What follows belongs to an exercise in optimizing a design on an open flow for small area, a short achievable clock period and few clock cycles; a production flow would make more cautious choices. In this exercise RTL edits were held to simulation tests only and were not proved equivalent to the original. Power is estimated from default activity; no workload was simulated.

**flow/config.mk**
```make
export PLATFORM = sky130hd
export DESIGN_NAME = gf127_unit
export DESIGN_NICKNAME = gf127_unit
export VERILOG_FILES = /design/flow/design.v
export SDC_FILE = /design/flow/constraint.sdc
export NUM_CORES = 4
export LEC_CHECK = 0
export CAP_MARGIN = 20
export CORE_MARGIN = 2
export CORE_UTILIZATION = 30
export PLACE_DENSITY = 0.5
export SLEW_MARGIN = 20
```
**flow/constraint.sdc**
```tcl
create_clock -name core_clock -period 11.0 [get_ports {clk}]
set_input_delay 2.2000 -clock core_clock [delete_from_list [all_inputs] [get_ports {clk}]]
set_output_delay 2.2000 -clock core_clock [all_outputs]
set_load 0.01 [all_outputs]
```
**flow/design.v**
```verilog
module gf127_unit (
    input  wire         clk,
    input  wire         rst,
    input  wire         in_valid,
    output wire         in_ready,
    input  wire [1:0]   in_op,
    input  wire [126:0] in_a,
    input  wire [126:0] in_b,
    output reg          out_valid,
    output reg  [126:0] out_data,
    output reg          out_err
);
    localparam [1:0] OP_MUL  = 2'd0;
    localparam [1:0] OP_INV  = 2'd1;
    localparam [1:0] OP_ADD  = 2'd2;
    localparam [1:0] OP_MULX = 2'd3;
    localparam [1:0] S_IDLE = 2'd0;
    localparam [1:0] S_MUL  = 2'd1;
    localparam [1:0] S_INV  = 2'd2;
    localparam [127:0] POLY = {1'b1, 63'd0, 1'b1, 62'd0, 1'b1};
    function [126:0] fmulx;
        input [126:0] v;
        begin
            fmulx = {v[125:0], 1'b0};
            if (v[126])
                fmulx = fmulx ^ {63'd0, 1'b1, 62'd0, 1'b1};
        end
    endfunction
    function [126:0] reduce;
        input [252:0] r;
        reg   [125:0] hi;
        reg   [61:0]  hi2;
        begin
            hi  = r[252:127];
            hi2 = hi[125:64];
            reduce = r[126:0] ^ {1'b0, hi} ^ {hi[63:0], 63'd0}
                   ^ {65'd0, hi2} ^ {2'b0, hi2, 63'd0};
        end
    endfunction
    function [6:0] deg;
        input [127:0] p;
        integer i;
        begin
            deg = 7'd0;
            for (i = 0; i < 128; i = i + 1)
                if (p[i]) deg = i[6:0];
        end
    endfunction
    reg [1:0]   fsm;
    reg [126:0] acc, t, b;      
    reg [6:0]   cnt;
    reg [127:0] u, v;           
    reg [126:0] c, d;
    assign in_ready = (fsm == S_IDLE);
    wire accept = in_valid && in_ready;
    wire [6:0]   du   = deg(u);
    wire [6:0]   dv   = deg(v);
    wire         swap = du < dv;
    wire [127:0] uu   = swap ? v : u;
    wire [127:0] vv   = swap ? u : v;
    wire [126:0] cc   = swap ? d : c;
    wire [126:0] dd   = swap ? c : d;
    wire [6:0]   j    = (swap ? dv : du) - (swap ? du : dv);
    wire [127:0] u_n  = uu ^ (vv << j);
    wire [126:0] c_n  = cc ^ reduce({126'd0, dd} << j);
    always @(posedge clk) begin
        if (rst) begin
            fsm       <= S_IDLE;
            out_valid <= 1'b0;
            out_data  <= 127'd0;
            out_err   <= 1'b0;
        end else begin
            out_valid <= 1'b0;
            case (fsm)
                S_IDLE: begin
                    if (accept) begin
                        case (in_op)
                            OP_MUL: begin
                                acc <= 127'd0;
                                t   <= in_a;
                                b   <= in_b;
                                cnt <= 7'd0;
                                fsm <= S_MUL;
                            end
                            OP_INV: begin
                                if (in_a == 127'd0) begin
                                    out_valid <= 1'b1;
                                    out_data  <= 127'd0;
                                    out_err   <= 1'b1;
                                end else begin
                                    u   <= {1'b0, in_a};
                                    v   <= POLY;
                                    c   <= 127'd1;
                                    d   <= 127'd0;
                                    fsm <= S_INV;
                                end
                            end
                            OP_ADD: begin
                                out_valid <= 1'b1;
                                out_data  <= in_a ^ in_b;
                                out_err   <= 1'b0;
                            end
                            OP_MULX: begin
                                out_valid <= 1'b1;
                                out_data  <= fmulx(in_a);
                                out_err   <= 1'b0;
                            end
                        endcase
                    end
                end
                S_MUL: begin
                    if (b[0])
                        acc <= acc ^ t;
                    t   <= fmulx(t);
                    b   <= b >> 1;
                    cnt <= cnt + 7'd1;
                    if (cnt == 7'd126) begin
                        out_valid <= 1'b1;
                        out_data  <= b[0] ? (acc ^ t) : acc;
                        out_err   <= 1'b0;
                        fsm       <= S_IDLE;
                    end
                end
                S_INV: begin
                    if (du == 7'd0) begin
                        out_valid <= 1'b1;
                        out_data  <= c;
                        out_err   <= 1'b0;
                        fsm       <= S_IDLE;
                    end else begin
                        u <= u_n;
                        v <= vv;
                        c <= c_n;
                        d <= dd;
                    end
                end
                default: fsm <= S_IDLE;
            endcase
        end
    end
endmodule
```
**flow/run.sh**
```bash
#!/bin/bash
# synth_recipe.tcl (not shown) runs the flow's synth.tcl, then flattens the netlist and writes it again
# the make line also repeats each setting of config.mk as NAME=value (left out here)
make -C /OpenROAD-flow-scripts/flow DESIGN_CONFIG=/design/flow/config.mk WORK_HOME=/design/flow/orfs CLKGATE_MAP_FILE= SYNTH_SCRIPT=/design/flow/synth_recipe.tcl finish
```
==> results of run 1 <==
## cells in the final DEF, fill, tap and decap left out, types with 37 or more instances in the layout
master and n:
nor3_1 113, clkdlybuf4s50_1 386, xor2_1 248, o211ai_1 85, clkbuf_16 136, nand2_1 624, nand4_1 37, nand3_1 145
nor2_1 904, a311oi_1 135, dfxtp_1 131, xnor2_1 407, nor4_1 110, inv_1 200, o22ai_1 55, edfxtp_1 898
mux2i_1 1337, o21ai_0 300, mux2_2 546, buf_4 429, a211oi_1 50, a221oi_1 138, buf_12 37, a21oi_1 362
clkbuf_1 51
## state kept, by name (all words and copies together) (netlist names)
name,cells
out_err,1
t,127
out_valid,1
fsm,2
out_data,127
b,127
acc,127
u,128
c,127
d,127
cnt,7
v,128
## kinds of logic after synthesis
kind of cell,synth area share
and+or+nand+nor,0.119
muxes,0.255
xor gates and xnor gates,0.0778
DFF,0.377
adders and majority gates,0.00287
buffers and inverters,0.0436
AOI/OAI and AO/OA,0.125
## stage by stage
| step | utilization | setup TNS (ns) | hold WS, ns | area, um2 |
|---|---|---|---|---|
| 6_report | 0.356 | 0 | 0.497 | 92500 |
| 5_1_grt | 0.356 | 0 | 0.514 | 92500 |
| 4_1_cts | 0.356 | 0 | 0.496 | 92500 |
| 3_5_place_dp | 0.339 | 0 | 0.480 | 88100 |
| 3_3_place_gp | 0.339 | 0 | 0.471 | 88100 |
| 2_1_floorplan | - | -3213.16 | 0.498 | 78400 |
## power groups by stage
stage	clock network [uW]	registers, uW	logic [uW]
finish	4460	4540	5690
floorplan	0	4640	3010
CTS	4530	4540	5480
global placement	0	4620	5460
global route	4670	4560	5820
detailed placement	0	4620	5450
## routing by layer
metal  vias up  global-route usage  wire length, um
met5         -                   0              152
met4        22               0.139            21300
met3       638              0.0724            39700
met2      3719               0.435           173000
met1     36100               0.428           185000
li1      30600                   -                -
## layout make-up
cell class	instances	area [um2]
sequential	1029	29600
timing repair buffer	855	7840
clock inverter	53	637
fill	26400	167000
tap	3402	4260
clock buffer	195	3700
antenna	20	50.0
inverter	203	777
multi-input combinational	6186	45700
## worst paths after layout
path,start,to,cells past startpoint
setup / recovery,u[7],u[47],25
hold / removal,out_data[74],out_data[74],2
setup reg to reg,u[7],u[47],25
hold reg to reg,out_data[74],out_data[74],2
## worst reg2reg max path, stage by stage, from the launching register on
cell and delay [ns]:
edfxtp_1 0.50, nor4_1 0.67, o2111ai_2 0.20, a31oi_1 0.87, o31ai_1 0.26, a211oi_1 0.63, nor2_1 0.14, ha_1 0.64
o21ai_0 0.18, a21oi_1 0.29, o32a_2 0.35, buf_4 0.62, nor2_1 0.08, o21ai_0 0.12, o21bai_1 0.23, nand2_1 0.24
a211oi_4 0.39, a221o_4 0.82, buf_12 0.42, mux2i_1 0.24, mux2i_1 0.67, nor2_1 0.07, o21ai_0 0.80, buf_4 0.24
xor2_1 0.06, mux2_2 0.26
==> summary.md, run 1 <==
| Metric | Value |
|---|---|
| Post-DR wirelength/cell | 35.1 um |
| # rows | between 150 and 200 |
| Gate power share | 0.387 |
| Pre-CTS setup slack | about 1.2 ns |
| All-Layer GR Usage | 0.304 |
| Slowest stage cell on the critical path | a31oi_1 |
| Root Driver | clkbuf_16 |
| Worst IR Drop VDD | around 0.19 mV |
| Period minus WS final | 10.27 ns |
| Post-CTS setup buffer count | 0 |
| Die Span Y | 515 um |
| Aggregate global routing overflow | 0 |
| Async set-reset flop share out of synthesis | 0 |
| Later-pin clock latency in the skew report | 0.84 ns |
| Hold-fix buffer count after cts | 0 |
| Max FO, Critical Path | between 50 and 60 |
| Die Area | 265000 um2 |
| Num CTS Buffers | 134 |
| Final hold vios | 0 |
| Core Region | 260000 um2 |
| Final setup fails | 0 |
| First-pass GRT wire length | 567000 um |
| Post-Syn Instances | ~8000 |
| Clock net sink count | 1029 |
| Pleak | 0.0355 uW |
| Synth Warn # | 1 |
| Post-synth EDFFs | 898 |
| Slew Viols, Final | 0 |
| CTS tree | yes |
| Max_cap viols | 0 |
| Top Ports | 389 |
| Seq pwr share | 0.309 |
| Fin worst setup slack | about 0.73 ns |
| HP Class | flip-flop to flip-flop |
| Post-synth cell types | 101 |
| Largest net degree at the start of global routing | 167 |
| Ys flop type | edfxtp_1 |
| Final WL | 419000 um |
| CTS Buffer Depth | 3 |
| Crit path kind | flip-flop to flip-flop |
| Clk_skew | 0.0639 ns |
| Top-count cell post-synth | mux2i_1 |
| Initial Utilization | 0.302 |
| Post-synth top area share | 0.344 |
| RSZ-0062 raised after global routing | no |
| Area Growth Syn to Fin | 18.1% |
| CP Buf/Inv Count | 3 |
| CP max stage delay | 0.87 ns |
| Max_slew headroom | 0.140 |
| Vias in the first global route | approximately 67000 |
| Non-filler instance count after layout | about 12000 |
| Syn_area_per_cell | 9.76 um2 |
| PortBufs | 388 |
| WP data arrival | 10.83 ns |
| Clk slew on worst S/H paths | 0.06 ns |
| GPL Wtd Cong | 1.05 |
| Clock share of power | 0.304 |
| CP startpoint kind | flip-flop |
| Pint | 8960 uW |
| Crit path capture type | flip-flop |
| Pre-antenna DRT Iters | 6 |
| Final ANT Viol Nets | 0 |
| Detailed Route Iter0 Violations | 9281 |
| Power density cells | 159 nW/um2 |
| Pwr Total | 14700 uW |
| Sw Ratio | 0.390 |
| Initial antenna violation count | 31 |
| H-tree depth | 4 |
| Status | complete, no violations |
| DRC violations left | 0 |
| Required @ worst endpoint | around 12 ns |
| DP HPWL | around 320000 um |
| Flops & latches, synth | 1029 |
| Vias | about 71000 |
| Measured slew at the worst slew-check pin | 1.28 ns |
| Placed Cells | about 12000 |
| Dominant cells by area after synthesis | edfxtp_1 (34%), mux2i_1 (17%), mux2_2 (7.8%) |
| CTS resizes | 0 |
| Fin nets | 8686 |
| Final worst path period share | 0.934 |
| Synth Cell Area | 78400 um2 |
| Peak Freq | 97.3 MHz |
| NetSw | 5730 uW |
| Layout cell share with drive strength beyond 1 | 0.154 |
| Flop2flop setup slack | 0.73 ns |
| DR vias/cell | 5.95 |
| Syn_nets | 8304 |
| Synth cell count leaders | mux2i_1 (1339), nor2_1 (906), edfxtp_1 (898) |
| Sequential area share after synthesis | 0.377 |
| Die X | 515 um |
| Dominant cell type by area after synthesis | edfxtp_1 |
| CP top delay family | compound AO/OA/AOI/OAI gates |
Testbench counts, summed over its fixed seeds: cycles 146,315.
==> run 2: changes to the inputs <==
==> flow/design.v (replaced) <==
module gf127_unit (
    input  wire         clk,
    input  wire         rst,
    input  wire         in_valid,
    output wire         in_ready,
    input  wire [1:0]   in_op,
    input  wire [126:0] in_a,
    input  wire [126:0] in_b,
    output reg          out_valid,
    output wire [126:0] out_data,
    output wire         out_err
);
    localparam [1:0] OP_MUL  = 2'd0;
    localparam [1:0] OP_INV  = 2'd1;
    localparam [1:0] OP_ADD  = 2'd2;
    localparam [1:0] OP_MULX = 2'd3;
    localparam integer K    = 4;             
    localparam [6:0]   NMUL = 128 / K - 1;   
    localparam [6:0]   NINV = 256 / K - 1;
    localparam [127:0] POLY = {1'b1, 63'd0, 1'b1, 62'd0, 1'b1};
    localparam [126:0] XM126 = {62'd0, 1'b1, 62'd0, 2'b11};    
    function [126:0] fmulx;
        input [126:0] v;
        begin
            fmulx = {v[125:0], 1'b0} ^ {63'd0, v[126], 62'd0, v[126]};
        end
    endfunction
    function [126:0] fdivx;
        input [126:0] v;
        begin
            fdivx = {v[0], v[126:1]} ^ {64'd0, v[0], 62'd0};
        end
    endfunction
    function [126:0] fdivxk;
        input [126:0] v;
        integer i;
        begin
            fdivxk = v;
            for (i = 0; i < K; i = i + 1)
                fdivxk = fdivx(fdivxk);
        end
    endfunction
    reg         busy;
    reg [6:0]   cnt;
    reg         sel_u;
    reg [127:0] R, S;
    reg [126:0] U, V;
    reg [8:0]   c;               
    assign in_ready = ~busy;
    assign out_data = sel_u ? U : V;
    assign out_err  = sel_u & R[0];
    reg [127:0] r_s, s_s, s_x;
    reg [126:0] u_s, v_s, v_x;
    reg [8:0]   c_s;
    reg         g, sw;
    integer     t;
    always @* begin
        r_s = R; s_s = S; u_s = U; v_s = V; c_s = c;
        for (t = 0; t < K; t = t + 1) begin
            g   = s_s[127];
            sw  = g & r_s[127] & ~c_s[8];
            s_x = s_s ^ (g ? r_s : 128'd0);
            v_x = v_s ^ (g ? u_s : 127'd0);
            if (sw) begin
                r_s = s_s;
                u_s = v_s;
                c_s = ~c_s;
            end else begin
                c_s = c_s + 9'd1;
            end
            s_s = {s_x[126:0], 1'b0};
            v_s = fmulx(v_x);
        end
    end
    wire is_mul  = in_op == OP_MUL;
    wire is_inv  = in_op == OP_INV;
    wire is_add  = in_op == OP_ADD;
    wire is_mulx = in_op == OP_MULX;
    always @(posedge clk) begin
        if (busy) begin
            R <= r_s;
            S <= s_s;
            U <= u_s;
            V <= v_s;
            c <= c_s;
            cnt <= cnt - 7'd1;
        end else begin
            R <= is_inv ? POLY : 128'd0;
            S <= is_inv  ? {in_a, 1'b0} :
                 is_mul  ? {1'b0, in_b} :
                 is_add  ? (128'd1 << (128 - K)) :
                           (128'd1 << (129 - K));
            U <= is_inv ? 127'd0 : fdivx(in_a);
            V <= is_inv ? XM126 : is_add ? fdivxk(in_b) : 127'd0;
            c <= 9'd0;
            cnt <= is_mul ? NMUL : is_inv ? NINV : 7'd0;
            sel_u <= is_inv;
        end
        if (rst) begin
            busy      <= 1'b0;
            out_valid <= 1'b0;
        end else begin
            busy      <= busy ? (cnt != 7'd0) : in_valid;
            out_valid <= busy && (cnt == 7'd0);
        end
    end
endmodule
==> summary.md, run 2 <==
| Metric | Value |
|---|---|
| Pleak | 0.0219 uW |
| Worst IR Drop VDD | 0.117 mV |
| Final worst path period share | 0.575 |
| Largest net degree at the start of global routing | 188 |
| Post-synth cell types | 70 |
| Core Region | approximately 140000 um2 |
| Max_cap viols | 0 |
| # rows | 138 |
| Sequential area share after synthesis | 0.247 |
| DP HPWL | 96100 um |
| Fin nets | roughly 5700 |
| Reg2reg path depth | 13 |
| Post-synth top area share | 0.247 |
| Final ANT Viol Nets | 0 |
| PortBufs | between 300 and 400 |
| Flops & latches, synth | 529 |
| Multiplexer share of the synthesized area | 0.241 |
| First-pass GRT wire length | 239000 um |
| Die Span Y | 382 um |
| Final WL | roughly 160000 um |
| Measured slew at the worst slew-check pin | ~1.2 ns |
| Final hold vios | 0 |
| Synth Warn # | 1 |
| Synth cell count leaders | nand2_1 (1157), mux2i_1 (886), xor2_1 (761) |
| Hold-fix buffer count after cts | 0 |
| Min Hold Slack | about 0.46 ns |
| GPL Wtd Cong | 0.808 |
| Synth Cell Area | ~43000 um2 |
| Min-Delay Startpoint | cnt[0] |
| Clock share of power | 0.233 |
| CP startpoint kind | flip-flop |
| Synth Area in Compound Gates | 0.0764 |
| Reg2reg end | V[54] |
| CTS resizes | 0 |
| Root Driver | clkbuf_16 |
| Seq pwr share | 0.266 |
| Top Ports | slightly below 400 |
| Dominant cell type by area after synthesis | dfxtp_1 |
| NetSw | 4310 uW |
| Aggregate global routing overflow | 0 |
| Flop2flop setup slack | between 4 and 5 ns |
| Power density cells | 200 nW/um2 |
| Die Area | roughly 150000 um2 |
| CTS tree | yes |
| Period minus WS final | 6.32 ns |
| Gate power share | 0.501 |
| Status | complete, no violations |
| DR vias/cell | 5.13 |
| Top-count cell post-synth | nand2_1 |
| Final setup fails | 0 |
| Max_slew headroom | 0.222 |
| Clock net sink count | 529 |
| Required @ worst endpoint | 11.57 ns |
| Setup TNS | 0 ns |
| Syn_area_per_cell | 7.99 um2 |
| Later-pin clock latency in the skew report | 0.67 ns |
| All-Layer GR Usage | 0.208 |
| Peak Freq | 158 MHz |
| Initial antenna violation count | 19 |
| Vias | 38000 |
| Sw Ratio | 0.428 |
| Die X | between 300 and 400 um |
| Clk_skew | 0.0264 ns |
| CTS Buffer Depth | 3 |
| Biggest regs | R x128, S x128 |
| Crit path capture type | flip-flop |
| Pre-antenna DRT Iters | 7 |
| Synth Area in Simple Gates | 0.179 |
| H-tree depth | 3 |
| Area Growth Syn to Fin | 17.3% |
| HP Class | flip-flop to flip-flop |
| End of the worst hold path | cnt[0] |
| Max FO, Critical Path | between 50 and 60 |
| Critical R2R Launch | S[127] |
| Post-synth EDFFs | 1 |
| Crit path kind | flip-flop to flip-flop |
| Layout cell share with drive strength beyond 1 | 0.0571 |
| Ys flop type | dfxtp_1 |
| Initial Utilization | 0.303 |
| Detailed Route Iter0 Violations | 2339 |
| Post-CTS setup buffer count | 0 |
| Post-DR wirelength/cell | 21.1 um |
| Pint | about 5700 uW |
| Most frequent cells in the layout | nand2_1 (1157), mux2i_1 (884), xor2_1 (758) |
| Syn_nets | around 5600 |
| Dominant cells by area after synthesis | dfxtp_1 (25%), mux2i_1 (21%), xor2_1 (16%) |
| Num CTS Buffers | 72 |
| WP data arrival | 6.89 ns |
| Vias in the first global route | between 30000 and 40000 |
| RSZ-0062 raised after global routing | no |
| Hold Path Stages | 1 |
| Synth Area in XOR/XNOR | 0.214 |
| Adder-Cell Fraction of Synth Area | 0.00146 |
| Post-Syn Instances | 5361 |
| Slew Viols, Final | 0 |
| Clk slew on worst S/H paths | 0.06 ns |
| Largest family of logic cells by synthesized area | multiplexers |
| Commonest non-fill, non-tap cell in the layout | nand2_1 |
| Async set-reset flop share out of synthesis | 0 |
| DRC violations left | 0 |
==> run 2: kinds of logic (layout without fill, tap and decap cells) <==
family                     Yosys count  after routing
other                                0              6
adders and majority gates            5              5
muxes                             1016           1016
buffers and inverters              410            570
xor gates and xnor gates          1043           1043
and+or+nand+nor                   1887           1887
DFF                                529            529
AOI/OAI and AO/OA                  471            471
==> run 2: worst max path at each step <==
| stage | cells after the start | to | from | slack [ns] |
|---|---|---|---|---|
| 6_report | 13 | V[54] | S[127] | 4.68 |
| 5_1_grt | 13 | S[54] | S[127] | 4.24 |
| 4_1_cts | 13 | S[52] | S[127] | 4.64 |
| 3_5_place_dp | 13 | S[52] | S[127] | 4.68 |
| 3_3_place_gp | 8 | U[62] | in_op[1] | 4.78 |
| 2_1_floorplan | 18 | R[108] | S[127] | 6.93 |
==> run 2: critical path, cell delays in order (launching register included) <==
cell and delay, ns:
dfxtp_4 0.76, nand3b_1 0.75, o21ai_0 0.48, ha_1 0.32, nand2_1 0.09, o311a_1 0.37
a221oi_2 0.43, mux2i_4 0.76, buf_4 0.70, buf_4 0.73, mux2i_1 0.34, nor2_1 0.08
xor2_1 0.18, o21ai_0 0.17
==> run 2: routing by layer <==
metal / GRT usage / vias to the layer above / part of all wire
met4: 0.0493 / 18 / 0.019
li1: - / 18200 / -
met5: 0 / - / 0.00077
met2: 0.340 / 1028 / 0.46
met1: 0.279 / 18600 / 0.46
met3: 0.0403 / 178 / 0.060
==> run 2: final cells by class <==
class / instances / area [um2]
Timing Repair Buffer: 434 / 4340
Tap cell: 1890 / 2360
Clock buffer: 105 / 2100
Multi-Input combinational cell: 4422 / 30600
Antenna cell: 6 / 15.0
Fill cell: 14800 / 91300
Inverter: 12 / 52.6
Clock inverter: 19 / 170
Sequential cell: 529 / 10600
==> run 2: power by group through the flow <==
stage          sequential, uW  clock [uW]  combinational [uW]
5_1_grt                  2740        2470                5490
4_1_cts                  2670        2400                5040
3_5_place_dp             2710           0                5000
6_report                 2670        2340                5040
2_1_floorplan            2600           0                3570
3_3_place_gp             2710           0                4990
==> run 2: per-stage QoR <==
stage / std cells / utilization / instance area (um2) / setup WS [ns] / power [uW]
4_1_cts: 7411 / 0.355 / 50200 / 4.64 / 10100
2_1_floorplan: 5361 / - / 42800 / 6.93 / 6160
5_1_grt: 7417 / 0.355 / 50300 / 4.24 / 10700
3_3_place_gp: 7287 / 0.339 / 48000 / 4.78 / 7700
3_5_place_dp: 7287 / 0.339 / 48000 / 4.68 / 7710
6_report: 7417 / 0.355 / 50300 / 4.68 / 10100
Testbench counts of run 2, summed over its fixed seeds: cycles 56,494.

## port drivers added, routing unchanged
In the flow no input, the clock included, has a driving cell. The finished layouts below were timed again as built, in two steps. Step 1: set_driving_cell puts a clkbuf_16 on clk and a buf_2 on each other input, an assumption about the parent block. Step 2, shift: input delay + t, output delay - t, t = (earliest + latest rising clock arrival at the registers) / 2. This alone moves slack from input paths to output paths. a / b / c = ideal / step 1 / step 2; a / b = the first two.
run | shift t [ns] | slack for setup (ns) | worst setup path after step 2 | latest minus earliest clock arrival (ns) | cell pins on the clock port's net
run 1 | 0.917 | 0.727 / 0.727 / 0.727 | register to register | 0.064 / 0.064 | 1
run 2 | 0.728 | 4.678 / 4.678 / 4.678 | register to register | 0.028 / 0.028 | 1
After both steps every run listed still meets setup and hold.
